This is an optimization exercise on Yosys and OpenROAD, whose aim is small area, a short achievable clock period and few clock cycles, not a production implementation.
The RTL was checked by simulation tests, not by an equivalence proof against the original design.
Power figures rest on the tool's default switching activity, not on a simulated workload.

==> cedar <==
Design ndef_dec, start of the top module:
module ndef_dec (
    input  wire        clk,
    input  wire        rst,           
    input  wire        req,
    input  wire [7:0]  op,
    input  wire [7:0]  arg,
    output wire        busy,
    output reg         done,
    output reg  [2:0]  res,
    output reg  [3:0]  cause,
    output reg         badtxt,
    output wire [15:0] tb_len,
    output wire [15:0] txt_off,
    output wire [15:0] txt_len,
    output wire [15:0] idx,
    input  wire [15:0] rd_addr,
    output wire [7:0]  rd_data
);
==> flow/config.mk <==
export PLATFORM = sky130hd
export DESIGN_NAME = ndef_dec
export DESIGN_NICKNAME = ndef_dec
export VERILOG_FILES = /design/flow/design.v
export SDC_FILE = /design/flow/constraint.sdc
export NUM_CORES = 4
export LEC_CHECK = 0
export CAP_MARGIN = 20
export CORE_MARGIN = 2
export CORE_UTILIZATION = 50
export CTS_CLUSTER_DIAMETER = 100
export CTS_CLUSTER_SIZE = 30
export SLEW_MARGIN = 20
==> flow/constraint.sdc <==
create_clock -name core_clock -period 10.0 [get_ports {clk}]
set_input_delay 2.0000 -clock core_clock [delete_from_list [all_inputs] [get_ports {clk}]]
set_output_delay 2.0000 -clock core_clock [all_outputs]
set_load 0.01 [all_outputs]
standard.sh (not shown) runs the stock make flow with config.mk's settings and CLKGATE_MAP_FILE= SYNTH_SCRIPT=/design/flow/synth_recipe.tcl, a recipe that flattens the netlist after the stock synthesis.
==> flow/flow/run.sh <==
#!/bin/bash
# The standard layout (standard.sh, with its unchanged synthesis), with
# more timing-repair effort: repair_timing aims for 6.25 ns of setup slack,
# ports are buffered with buf_2, and the resizer may change a cell's footprint.
bash standard.sh SETUP_SLACK_MARGIN=6.25 MATCH_CELL_FOOTPRINT=0 \
    "BUFFER_PORTS_ARGS=-buffer_cell sky130_fd_sc_hd__buf_2" finish > standard.log 2>&1
==> violet (differences from cedar) <==
--- a/flow/design.v
+++ b/flow/design.v
@@ -45,53 +45,36 @@
                      M_ID   = 4'd12,    
                      M_TCHK = 4'd13,    
                      M_LANG = 4'd14,    
                      M_TXT  = 4'd15;    
     reg [CAP*8-1:0] ring;
     reg [6:0] rot;
-    reg       rot_x01;               
-    reg [6:2] rot_n;                 
-    wire [6:0] rot_dec = rot - 7'd1;
-    reg [6:0] ofs;                   
     reg [7:0] len;                   
-    reg       busy_r;
-    reg       wpend;                 
+    reg       wbusy;                 
     wire      full = len[7];
     assign tb_len = {8'd0, len};
-    assign busy   = busy_r;
-    wire acc    = req && !busy_r;
+    assign busy   = wbusy;
+    wire acc    = req && !wbusy;
     wire is_clr = acc && (op == OP_TBCLR);
     wire is_app = acc && (op == OP_TBAPP);
     wire is_dec = acc && (op == OP_DEC);
-    wire app_ok = is_app && !full;
     reg        pend;                 
     reg [7:0]  pb;                   
-    wire       ofs1    = (ofs == 7'd1);         
-    wire       ofs2    = (ofs == 7'd2);
-    wire       inj     = wpend && ofs1;
-    wire [7:0] slot0   = inj ? pb : ring[7:0];
+    reg [6:0]  pp;                   
+    wire [6:0] wa      = wbusy ? pp : len[6:0];
+    wire       aligned = ((wa + rot) == 7'd0);
+    wire       inj     = wbusy ? aligned : (is_app && !full && aligned);
+    wire [7:0] wdata   = wbusy ? pb : arg;
     always @(posedge clk)
-        ring <= {slot0, ring[CAP*8-1:8]};
-    wire [6:0] ra_g = rd_addr[6:0] & rot;
-    wire [6:0] ra_p = rd_addr[6:0] ^ rot;
-    wire [6:0] ra_c;                 
-    assign ra_c[0] = 1'b0;
-    assign ra_c[1] = ra_g[0];
-    assign ra_c[2] = ra_g[1] | (ra_p[1] & ra_g[0]);
-    assign ra_c[3] = ra_g[2] | (ra_p[2] & ra_c[2]);
-    assign ra_c[4] = ra_g[3] | (ra_p[3] & ra_g[2]) | (ra_p[3] & ra_p[2] & ra_c[2]);
-    assign ra_c[5] = ra_g[4] | (ra_p[4] & ra_c[4]);
-    assign ra_c[6] = ra_g[5] | (ra_p[5] & ra_g[4]) | (ra_p[5] & ra_p[4] & ra_c[4]);
-    wire [6:2] ra_hi = rd_addr[6:2] ^ ((ra_c[6:2] & rot_n[6:2]) | (~ra_c[6:2] & rot[6:2]));
-    wire [6:0] ra = {ra_hi, rd_addr[1] ^ (rd_addr[0] ? rot_x01 : rot[1]), ra_p[0]};
-    wire [CAP*8-1:0] rview = {ring[CAP*8-1:8], slot0};
+        ring <= {(inj ? wdata : ring[7:0]), ring[CAP*8-1:8]};
+    wire [6:0] ra = rd_addr[6:0] + rot;
     reg  [7:0] rd_lo, rd_hi;
     reg        rd_sel;
     always @(posedge clk) begin
-        rd_lo  <= rview[ra[5:0]*8 +: 8];
-        rd_hi  <= rview[512 + ra[5:0]*8 +: 8];
+        rd_lo  <= ring[ra[5:0]*8 +: 8];
+        rd_hi  <= ring[512 + ra[5:0]*8 +: 8];
         rd_sel <= ra[6];
     end
     assign rd_data = rd_sel ? rd_hi : rd_lo;
     reg [3:0]  mode;
     reg        fin;                  
     reg        found;
@@ -104,25 +87,24 @@
     reg [8:0]  rend;                 
     reg [7:0]  pl;                   
     reg        pl_big;               
     reg [7:0]  p2;                   
     reg        s_badtxt;
     wire [7:0] b   = pb;
-    wire [7:0] p1  = len;
-    wire [7:0] lm1 = len - 8'd1;              
-    wire       hit = pend && !fin && (np == lm1);
+    wire [7:0] p1  = {1'b0, pp} + 8'd1;       
+    wire       hit = pend && !fin && (np == {1'b0, pp});
     wire       rs_hdr = !h_me && (np < msgend);
     wire       as_t   = (mode == M_T) || (mode == M_RS && !rs_hdr);
     wire       as_hdr = (mode == M_HDR) || (mode == M_RS && rs_hdr);
     wire [8:0] rend_inc  = rend + 9'd1 + ((mode == M_PL4A || mode == M_PL4B || mode == M_PL4C) ? 9'd0 : {1'b0, b});
     wire [8:0] rend_next = {rend_inc[8] | rend[8], rend_inc[7:0]};
-    wire       s_nob     = (mode == M_PL1) || (mode == M_PL4D);
-    wire       s_cin     = s_nob || (mode == M_ID);
-    wire [8:0] psum      = {1'b0, p1} + {1'b0, s_nob ? 8'd0 : b} + {8'd0, s_cin};
-    wire [7:0] psum_s    = {psum[8] | psum[7], psum[6:0]};
-    wire [8:0] tsum      = {1'b0, pl} + {1'b0, ~b};
+    wire [8:0] tlv_end   = {1'b0, p1} + {1'b0, b};                
+    wire [7:0] tlv_end_s = {tlv_end[8] | tlv_end[7], tlv_end[6:0]};
+    wire [8:0] tl_sum    = {1'b0, p1} + {1'b0, b};                
+    wire [8:0] id_p2     = {1'b0, p1} + 9'd1 + {1'b0, b};         
+    wire [7:0] id_p2_s   = {id_p2[8] | id_p2[7], id_p2[6:0]};
     reg [3:0]  n_mode;
     reg        n_fin, n_found;
     reg [7:0]  n_np;
     reg        n_t_fe, n_t_03, n_lhi_nz;
     reg [7:0]  n_msgend;
     reg        n_me, n_sr, n_il, n_tnf1, n_tl1;
@@ -156,52 +138,52 @@
                     if (mode == M_L && b == 8'hFF) begin
                         n_mode = M_LX1;
                     end else begin
                         if (mode == M_LX2 && lhi_nz)
                             n_msgend = 8'hFF;
                         else
-                            n_msgend = psum_s;
+                            n_msgend = tlv_end_s;
                         if (t_fe) begin
                             n_fin   = 1'b1;
                             n_found = 1'b0;
                         end else if (t_03) begin
                             n_mode = ((mode == M_LX2 && lhi_nz) || b != 8'h00) ? M_HDR : M_T;
                         end else begin
                             n_mode = M_T;
-                            n_np   = (mode == M_LX2 && lhi_nz) ? 8'hFF : psum_s;
+                            n_np   = (mode == M_LX2 && lhi_nz) ? 8'hFF : tlv_end_s;
                         end
                     end
                 end
                 M_LX1: begin
                     n_lhi_nz = (b != 8'h00);
                     n_mode   = M_LX2;
                 end
                 M_TL: begin
-                    n_rend   = psum;
+                    n_rend   = tl_sum;
                     n_tl1    = (b == 8'd1);
                     n_pl     = 8'd0;
                     n_pl_big = 1'b0;
                     n_mode   = h_sr ? M_PL1 : M_PL4A;
                 end
                 M_PL1, M_PL4D: begin
                     n_pl     = b;
                     n_pl_big = pl_big | (mode == M_PL4D && pl != 8'd0);
                     n_rend   = {rend_next[8] | (mode == M_PL4D && (pl_big || pl != 8'd0)), rend_next[7:0]};
-                    n_p2     = psum_s;
+                    n_p2     = p1 + 8'd1;
                     if (h_il) n_mode = M_ID;
                     else      go_body = 1'b1;
                 end
                 M_PL4A, M_PL4B, M_PL4C: begin
                     n_pl     = b;
                     n_pl_big = pl_big | (pl != 8'd0);
                     n_rend   = rend_next;
                     n_mode   = mode + 4'd1;
                 end
                 M_ID: begin
                     n_rend  = rend_next;
-                    n_p2    = psum_s;
+                    n_p2    = id_p2_s;
                     go_body = 1'b1;
                 end
                 M_TCHK: begin
                     if (b == 8'h54) begin
                         n_np = p2;
                         if (pl == 8'd0 && !pl_big) begin
@@ -213,19 +195,19 @@
                     end else begin
                         n_np   = {rend[8] | rend[7], rend[6:0]};
                         n_mode = M_RS;
                     end
                 end
                 M_LANG: begin
-                    if (!pl_big && !tsum[8]) begin
+                    if (!pl_big && b >= pl) begin
                         n_badtxt = 1'b1;
                         n_np     = {rend[8] | rend[7], rend[6:0]};
                         n_mode   = M_RS;
                     end else begin
-                        n_p2 = psum[7:0];                
-                        n_pl = tsum[7:0];                
+                        n_p2 = p1 + b;                   
+                        n_pl = pl - 8'd1 - b;            
                         if (!pl_big && pl == 8'd1) begin
                             n_fin   = 1'b1;
                             n_found = 1'b1;
                         end else begin
                             n_mode = M_TXT;
                             n_np   = rend[8] ? 8'hFF : (rend[7:0] - 8'd1);
@@ -293,23 +275,23 @@
             badtxt <= 1'b0;
             len    <= 8'd0;
             o_off  <= 8'd0;
             o_len  <= 8'd0;
             o_idx  <= 8'd0;
             pend   <= 1'b0;
-            wpend  <= 1'b0;
-            busy_r <= 1'b0;
+            wbusy  <= 1'b0;
         end else begin
-            pend   <= app_ok;
-            wpend  <= app_ok || (wpend && !ofs1);
-            busy_r <= (app_ok && !ofs1) || (wpend && !ofs1 && !ofs2);
-            if (busy_r) begin
-                if (ofs2)
-                    done <= 1'b1;
-            end else if (app_ok && !ofs1) begin
-                done <= 1'b0;
+            pend <= is_app && !full;
+            if (wbusy) begin
+                if (aligned) begin
+                    wbusy <= 1'b0;
+                    done  <= 1'b1;
+                end
+            end else if (is_app && !full && !aligned) begin
+                wbusy <= 1'b1;
+                done  <= 1'b0;
             end else if (acc)
                 done <= 1'b1;
             if (is_clr) begin
                 len   <= 8'd0;
                 res   <= R_OK;
                 cause <= C_NONE;
@@ -333,28 +315,22 @@
                 res   <= R_REFUSED;
                 cause <= C_ILLEGAL_OP;
             end
         end
     end
     always @(posedge clk) begin
-        if (!busy_r) begin
+        if (!wbusy) begin
             pb <= arg;
+            pp <= len[6:0];
         end
     end
     always @(posedge clk) begin
-        if (rst || is_clr) begin
-            rot     <= 7'd1;
-            rot_n   <= 5'h1F;
-            rot_x01 <= 1'b1;
-            ofs     <= 7'd1;
-        end else begin
-            rot     <= rot_dec;
-            rot_n   <= ~rot_dec[6:2];
-            rot_x01 <= rot[1];       
-            ofs <= app_ok ? ofs : ofs - 7'd1;
-        end
+        if (rst || is_clr)
+            rot <= 7'd0;
+        else
+            rot <= rot - 7'd1;
     end
     always @(posedge clk) begin
         if (rst || is_clr) begin
             mode     <= M_T;
             fin      <= 1'b0;
             np       <= 8'd0;
==> flow/run.sh (new file) <==
#!/bin/bash
# synth_recipe.tcl (not shown) runs the flow's synth.tcl, then flattens the netlist and writes it again
# the make line also repeats each setting of config.mk as NAME=value (left out here)
make -C /OpenROAD-flow-scripts/flow DESIGN_CONFIG=/design/flow/config.mk WORK_HOME=/design/flow/orfs CLKGATE_MAP_FILE= SYNTH_SCRIPT=/design/flow/synth_recipe.tcl finish
==> flow/config.mk (replaced) <==
export PLATFORM = sky130hd
export DESIGN_NAME = ndef_dec
export DESIGN_NICKNAME = ndef_dec
export VERILOG_FILES = /design/flow/design.v
export SDC_FILE = /design/flow/constraint.sdc
export NUM_CORES = 4
export LEC_CHECK = 0
export CAP_MARGIN = 20
export CORE_MARGIN = 2
export CORE_UTILIZATION = 60
export SETUP_SLACK_MARGIN = 5
export SLEW_MARGIN = 20
removed: flow/flow/run.sh
removed: flow/standard.sh
==> onyx (differences from cedar) <==
==> flow/flow/run.sh (replaced) <==
#!/bin/bash
# The standard layout (standard.sh, with its unchanged synthesis), with
# more timing-repair effort: repair_timing aims for 6.0 ns of setup slack,
# ports are buffered with buf_2, and the resizer may change a cell's footprint.
bash standard.sh SETUP_SLACK_MARGIN=6.0 MATCH_CELL_FOOTPRINT=0 \
    "BUFFER_PORTS_ARGS=-buffer_cell sky130_fd_sc_hd__buf_2" finish > standard.log 2>&1
--- a/flow/config.mk
+++ b/flow/config.mk
@@ -5,9 +5,10 @@
 export SDC_FILE = /design/flow/constraint.sdc
 export NUM_CORES = 4
 export LEC_CHECK = 0
 export CAP_MARGIN = 20
 export CORE_MARGIN = 2
 export CORE_UTILIZATION = 50
-export CTS_CLUSTER_DIAMETER = 100
-export CTS_CLUSTER_SIZE = 30
+export CTS_BUF_LIST = sky130_fd_sc_hd__clkbuf_8 sky130_fd_sc_hd__clkbuf_16
+export CTS_CLUSTER_DIAMETER = 90
+export CTS_CLUSTER_SIZE = 24
 export SLEW_MARGIN = 20
==> nickel (differences from cedar) <==
--- a/flow/design.v
+++ b/flow/design.v
@@ -46,14 +46,12 @@
                      M_TCHK = 4'd13,    
                      M_LANG = 4'd14,    
                      M_TXT  = 4'd15;    
     reg [CAP*8-1:0] ring;
     reg [6:0] rot;
     reg       rot_x01;               
-    reg [6:2] rot_n;                 
-    wire [6:0] rot_dec = rot - 7'd1;
     reg [6:0] ofs;                   
     reg [7:0] len;                   
     reg       busy_r;
     reg       wpend;                 
     wire      full = len[7];
     assign tb_len = {8'd0, len};
@@ -78,14 +76,13 @@
     assign ra_c[1] = ra_g[0];
     assign ra_c[2] = ra_g[1] | (ra_p[1] & ra_g[0]);
     assign ra_c[3] = ra_g[2] | (ra_p[2] & ra_c[2]);
     assign ra_c[4] = ra_g[3] | (ra_p[3] & ra_g[2]) | (ra_p[3] & ra_p[2] & ra_c[2]);
     assign ra_c[5] = ra_g[4] | (ra_p[4] & ra_c[4]);
     assign ra_c[6] = ra_g[5] | (ra_p[5] & ra_g[4]) | (ra_p[5] & ra_p[4] & ra_c[4]);
-    wire [6:2] ra_hi = rd_addr[6:2] ^ ((ra_c[6:2] & rot_n[6:2]) | (~ra_c[6:2] & rot[6:2]));
-    wire [6:0] ra = {ra_hi, rd_addr[1] ^ (rd_addr[0] ? rot_x01 : rot[1]), ra_p[0]};
+    wire [6:0] ra = {ra_p[6:2] ^ ra_c[6:2], rd_addr[1] ^ (rd_addr[0] ? rot_x01 : rot[1]), ra_p[0]};
     wire [CAP*8-1:0] rview = {ring[CAP*8-1:8], slot0};
     reg  [7:0] rd_lo, rd_hi;
     reg        rd_sel;
     always @(posedge clk) begin
         rd_lo  <= rview[ra[5:0]*8 +: 8];
         rd_hi  <= rview[512 + ra[5:0]*8 +: 8];
@@ -105,14 +102,14 @@
     reg [7:0]  pl;                   
     reg        pl_big;               
     reg [7:0]  p2;                   
     reg        s_badtxt;
     wire [7:0] b   = pb;
     wire [7:0] p1  = len;
-    wire [7:0] lm1 = len - 8'd1;              
-    wire       hit = pend && !fin && (np == lm1);
+    wire [8:0] np1 = {1'b0, np} + 9'd1;
+    wire       hit = pend && !fin && (np1 == {1'b0, len});
     wire       rs_hdr = !h_me && (np < msgend);
     wire       as_t   = (mode == M_T) || (mode == M_RS && !rs_hdr);
     wire       as_hdr = (mode == M_HDR) || (mode == M_RS && rs_hdr);
     wire [8:0] rend_inc  = rend + 9'd1 + ((mode == M_PL4A || mode == M_PL4B || mode == M_PL4C) ? 9'd0 : {1'b0, b});
     wire [8:0] rend_next = {rend_inc[8] | rend[8], rend_inc[7:0]};
     wire       s_nob     = (mode == M_PL1) || (mode == M_PL4D);
@@ -340,18 +337,16 @@
             pb <= arg;
         end
     end
     always @(posedge clk) begin
         if (rst || is_clr) begin
             rot     <= 7'd1;
-            rot_n   <= 5'h1F;
             rot_x01 <= 1'b1;
             ofs     <= 7'd1;
         end else begin
-            rot     <= rot_dec;
-            rot_n   <= ~rot_dec[6:2];
+            rot     <= rot - 7'd1;
             rot_x01 <= rot[1];       
             ofs <= app_ok ? ofs : ofs - 7'd1;
         end
     end
     always @(posedge clk) begin
         if (rst || is_clr) begin
==> flow/flow/run.sh (replaced) <==
#!/bin/bash
# The standard layout (standard.sh, with its unchanged synthesis), with
# more timing-repair effort: repair_timing aims for 6.0 ns of setup slack,
# ports are buffered with buf_2, and the resizer may change a cell's footprint.
bash standard.sh SETUP_SLACK_MARGIN=6.0 MATCH_CELL_FOOTPRINT=0 \
    "BUFFER_PORTS_ARGS=-buffer_cell sky130_fd_sc_hd__buf_2" finish > standard.log 2>&1
--- a/flow/config.mk
+++ b/flow/config.mk
@@ -5,9 +5,9 @@
 export SDC_FILE = /design/flow/constraint.sdc
 export NUM_CORES = 4
 export LEC_CHECK = 0
 export CAP_MARGIN = 20
 export CORE_MARGIN = 2
 export CORE_UTILIZATION = 50
-export CTS_CLUSTER_DIAMETER = 100
-export CTS_CLUSTER_SIZE = 30
+export CTS_CLUSTER_DIAMETER = 90
+export CTS_CLUSTER_SIZE = 24
 export SLEW_MARGIN = 20
==> impl_results.md <==
* Status: complete, no violations
* Core area at 62,700 um^2
* Layout cells sized above 1 at 21.2%
* Post-CTS setup buffers at 6
* Post-Route Utilization at 68.9%
* P_int at 7.44 mW
* Signal buffers share of area at 2.72%
* Cells after Synth at 2,529
* Placed Area at 39,300 um^2
* Layout clock area frac at 8.49%
* RSZ-0062 raised after global routing: no
That was violet.
==> impl_results.md <==
* P_int at 6.13 mW
* Share of total power in sequential cells at 58.3%
* Placed Area at 38,500 um^2
* CP startpoint kind: input pin
* Routed WL at 78.3 mm
* Slew HR at 35.8%
* RSZ-0062 raised after global routing: yes
* Core area at 74,100 um^2
* Layout clock area frac at 3.65%
* Layout cells sized above 1 at 23.8%
* Signal buffers share of area at 3.67%
* Register area share after synthesis at 63.9%
* Status: complete, no violations
* Cells after Synth at 2,480
* Dominant synthesized flop cell: dfxtp_1
* Initial Util at 50.3%
That was nickel.
==> impl_results.md <==
* Status: complete, no violations
* RSZ-0062 raised after global routing: yes
* Cells after Synth at 2,772
* Max Slew Vio Count at 0
* Signal buffers share of area at 3.42%
* Nonclk inv count at 51
* M1 WL at 42.4 mm
* Yosys reg bits at 1,170
* GR Layer Usage met2 at 35.9%
* H-tree Lvls at 2
* DIE WIDTH at 279 um
* Place WS at 4410 ps
* Layout clock area frac at 3.62%
* Layout Cells excl Fill at 3,793
* Layout cells sized above 1 at 19.3%
* VDD IR-drop max at 0.000145 V
* Root buffer cell: clkbuf_16
* Post-CTS setup buffers at 11
* Clk Latency, worst-skew pair at 660 ps
That was onyx.
==> impl_results.md <==
* Post-CTS setup buffers at 39
* Status: complete, no violations
* P_int at 6.35 mW
* Cells after Synth at 2,772
* RSZ-0062 raised after global routing: yes
* Core area at 74,700 um^2
* Layout clock area frac at 3.01%
* Signal buffers share of area at 6.08%
* Post-Route Utilization at 57.7%
* Placed Area at 39,100 um^2
That was cedar.
Testbench counts of cedar, summed over its fixed seeds: cycles 15,689.
Testbench counts of violet, summed over its fixed seeds: cycles 15,689.
Testbench counts of onyx, summed over its fixed seeds: cycles 15,689.
Testbench counts of nickel, summed over its fixed seeds: cycles 15,689.

re-timing with driven ports:
Ports are ideal in the flow. The routed layouts listed here were re-timed in OpenROAD. Step 1 assumes that a clkbuf_16 drives the clock port and a buf_2 every other input. Step 2, shift: input delay + t, output delay - t, t = (earliest + latest rising clock arrival at the registers) / 2. This alone moves slack from input paths to output paths. a / b / c = no drivers / after step 1 / after step 2; a / b = the first two.
| run | t, ns | setup slack, ns | hold slack, ns | latest minus earliest clock arrival (ns) |
|---|---|---|---|---|
| cedar | 0.698 | 6.132 / 6.163 / 5.466 | 0.328 / 0.328 / 0.328 | 0.041 / 0.041 |
| violet | 0.729 | 5.042 / 5.066 / 4.337 | 0.327 / 0.327 / 0.327 | 0.030 / 0.030 |
| onyx | 0.725 | 6.057 / 6.106 / 5.381 | 0.338 / 0.338 / 0.338 | 0.022 / 0.022 |
| nickel | 0.696 | 5.743 / 5.685 / 4.989 | 0.339 / 0.339 / 0.339 | 0.032 / 0.032 |
After both steps every run listed still meets setup and hold. The setup slack of nickel, which loses most, moves by -0.058 ns with the drivers and by -0.754 ns with both steps.
